Source: an optimization exercise on an open RTL-to-GDS flow (aim: small area). Production flows keep margins and buffers that such runs may drop.
Function was checked by simulation only, so behaviour that the tests miss may differ from the original.
Power is estimated from default activity; no workload was simulated.

## job 9369
## ledcube_engine
module ledcube_engine (
    input             clk,
    input             rst,
    input      [1:0]  cfg_rot,
    input             cfg_inv,
    input             in_valid,
    input      [63:0] in_data,
    input             close,
    output reg [14:0] lines,    
    output reg        done
);
    reg [63:0] w [0:6];
    reg [63:0] p [0:7];
    reg [63:0] c [0:7];
    reg [2:0]  beat;
    reg        closed;
    reg        p_valid;
    reg [2:0]  p_base;
    wire accept = in_valid && !closed;
    wire p_load = accept && (beat == 3'd7);
    reg [3:0] k;         
    reg [3:0] s;         
    reg [2:0] layer;
    integer i;
    always @(posedge clk) begin
        if (accept) begin
            for (i = 0; i < 6; i = i + 1)
                w[i] <= w[i + 1];
            w[6] <= in_data;
        end
    end
    always @(posedge clk) begin
        if (p_load) begin
            for (i = 0; i < 7; i = i + 1)
                p[i] <= ~w[i];
            p[7] <= ~in_data;
        end else begin
            for (i = 0; i < 7; i = i + 1)
                p[i] <= ~p[i + 1];
            p[7] <= ~p[0];
        end
    end
    always @(posedge clk) begin
        if (rst) begin
            beat    <= 3'd0;
            closed  <= 1'b0;
            p_valid <= 1'b0;
        end else begin
            if (close)
                closed <= 1'b1;
            if (accept)
                beat <= beat + 3'd1;
            if (p_load) begin
                p_valid <= 1'b1;
                p_base  <= k[2:0] + 3'd1;
            end
  ...
Size: about 2800 cells after synthesis, about 1500 flip-flops, about 87 I/O pins.
Settings: LEC_CHECK=0, ABC_AREA=1, CAP_MARGIN=20, CELL_PAD_IN_SITES_DETAIL_PLACEMENT=1, CELL_PAD_IN_SITES_GLOBAL_PLACEMENT=1, CORE_MARGIN=2, CORE_UTILIZATION=65, PLACE_DENSITY=0.75, SLEW_MARGIN=20; clock period 10.0 ns.
standard.sh (not shown) runs the stock make flow with config.mk's settings and CLKGATE_MAP_FILE= SYNTH_SCRIPT=/design/flow/synth_recipe.tcl, a recipe that flattens the netlist after the stock synthesis.
==> flow/flow/run.sh <==
#!/bin/bash
set -e
export CTS_ARGS="-sink_clustering_enable -repair_clock_nets -dont_use_dummy_load -buf_list sky130_fd_sc_hd__clkbuf_16 -sink_clustering_size 30 -sink_clustering_max_diameter 45"
export BUFFER_PORTS_ARGS="-buffer_cell sky130_fd_sc_hd__buf_1"
bash standard.sh > standard.log 2>&1
Job 9369 ended with every stage complete and zero timing, DRC or antenna violations.
Edits applied to the flow inputs when going from job 9369 to job 2016:
==> flow/flow/run.sh <==
#!/bin/bash
set -e
export CTS_ARGS="-sink_clustering_enable -repair_clock_nets -dont_use_dummy_load -buf_list sky130_fd_sc_hd__clkbuf_8 -sink_clustering_size 20 -sink_clustering_max_diameter 50"
export BUFFER_PORTS_ARGS="-buffer_cell sky130_fd_sc_hd__buf_1"
bash standard.sh > standard.log 2>&1
==> comparison <==
Layout clock buffer count (higher): job 9369. | utilization | job 2016 vs job 9369 | 2.8 points lower |. Compared with job 9369, job 2016 ends up with a smaller final cell area. Compared with job 9369, job 2016 shows register-to-register slack higher by 0.71 ns. Diff job 9369 -> job 2016: global-route wire length before repair went down 26000 um; final cell count dropped about 0.7%; setup slack shows an increase of 0.67 ns; wire length went down; source-to-sink clock delay at the later pin of the worst-skew pair went up 0.03 ns.
What job 1895 does differently from job 2016 at the input level:
==> flow/flow/run.sh <==
#!/bin/bash
set -e
export CTS_ARGS="-sink_clustering_enable -repair_clock_nets -dont_use_dummy_load -buf_list sky130_fd_sc_hd__clkbuf_4 -sink_clustering_size 10 -sink_clustering_max_diameter 40"
export BUFFER_PORTS_ARGS="-buffer_cell sky130_fd_sc_hd__buf_1"
bash standard.sh > standard.log 2>&1
==> comparison <==
~same static leakage in job 2016 and job 1895. In the metrics for job 2016 and job 1895, the one carrying the higher final standard cell count with taps included and fillers excluded is job 1895. Compared job 1895 vs job 2016, and minimum period implied by the final worst setup slack is down in job 1895. Of job 2016 and job 1895, the run reporting the higher global-route usage was job 1895. In job 1895 the clock group total power turned out about 5% lower than in job 2016. Est. power | job 1895 vs job 2016 | job 1895 lower. In the flow results for job 2016 and job 1895, the portion of the clock cycle consumed by the worst path in the final layout is larger on job 2016. Looking at fmax, job 1895 sits above job 2016. Sort job 2016 and job 1895 by instance count on the critical path, ascending, and job 1895 comes first. Final instance area, job 2016 and job 1895: higher on job 2016. Compared job 1895 vs job 2016, and final core utilization is down in job 1895.
### job 1895 -> job 6360
# job 1895
export LEC_CHECK = 0
export ABC_AREA = 1
export CAP_MARGIN = 20
export CELL_PAD_IN_SITES_DETAIL_PLACEMENT = 1
export CELL_PAD_IN_SITES_GLOBAL_PLACEMENT = 1
export CORE_MARGIN = 2
export CORE_UTILIZATION = 65
export PLACE_DENSITY = 0.75
export SLEW_MARGIN = 20
create_clock -name core_clock -period 10.0 [get_ports {clk}]
# job 6360
export LEC_CHECK = 0
export ABC_AREA = 1
export CAP_MARGIN = 20
export CELL_PAD_IN_SITES_DETAIL_PLACEMENT = 1
export CELL_PAD_IN_SITES_GLOBAL_PLACEMENT = 1
export CORE_MARGIN = 2
export CORE_UTILIZATION = 50
export CTS_BUF_LIST = sky130_fd_sc_hd__clkbuf_4
export CTS_CLUSTER_DIAMETER = 40
export CTS_CLUSTER_SIZE = 10
export PLACE_DENSITY = 0.6
export SLEW_MARGIN = 20
create_clock -name core_clock -period 10.0 [get_ports {clk}]
[summary]
- Both conditions hold for job 6360: the flow ran to the end and the final layout passed the timing, design-rule and antenna checks.
- The overall power of job 1895 and that of job 6360 are within noise of each other.
- Relative to job 1895, job 6360 improves final critical-path setup slack.
- Of job 6360 and job 1895, the lower combined global-route utilization of all metal layers belongs to job 6360.
- Job 6360 vs job 1895: count of clock-buffer cells in the layout up by a few percent
- Changes observed in job 6360 relative to job 1895: fraction of standard cell area in multi-input logic fell by 0.17 points, maximum number of pins on one net before global-route repair higher.

[separate check: timing with driven ports]
The results above use ideal ports. As a check the final layouts listed here were re-extracted and re-timed, cells and wires unchanged. Step 1, drivers: a clkbuf_16 drives clk and a buf_2 each remaining input, both assumed. Step 2, shift: input delay + t, output delay - t, t = (earliest + latest rising clock arrival at the registers) / 2. This alone moves slack from input paths to output paths. Three values: no drivers, after step 1, after step 2; two values: the first two.
run	shift t [ns]	slack for setup (ns)	worst setup path at the end
job 9369	0.769	3.926 / 3.963 / 3.193	input to register
job 2016	0.775	4.600 / 4.631 / 3.856	input to register
job 1895	1.031	4.772 / 4.704 / 3.852	input to register
job 6360	1.056	4.792 / 4.726 / 4.619	input to register
After both steps every run listed still meets setup and hold. For job 1895, which loses most, drivers alone change the setup slack by -0.068 ns; drivers and shift together by -0.920 ns.
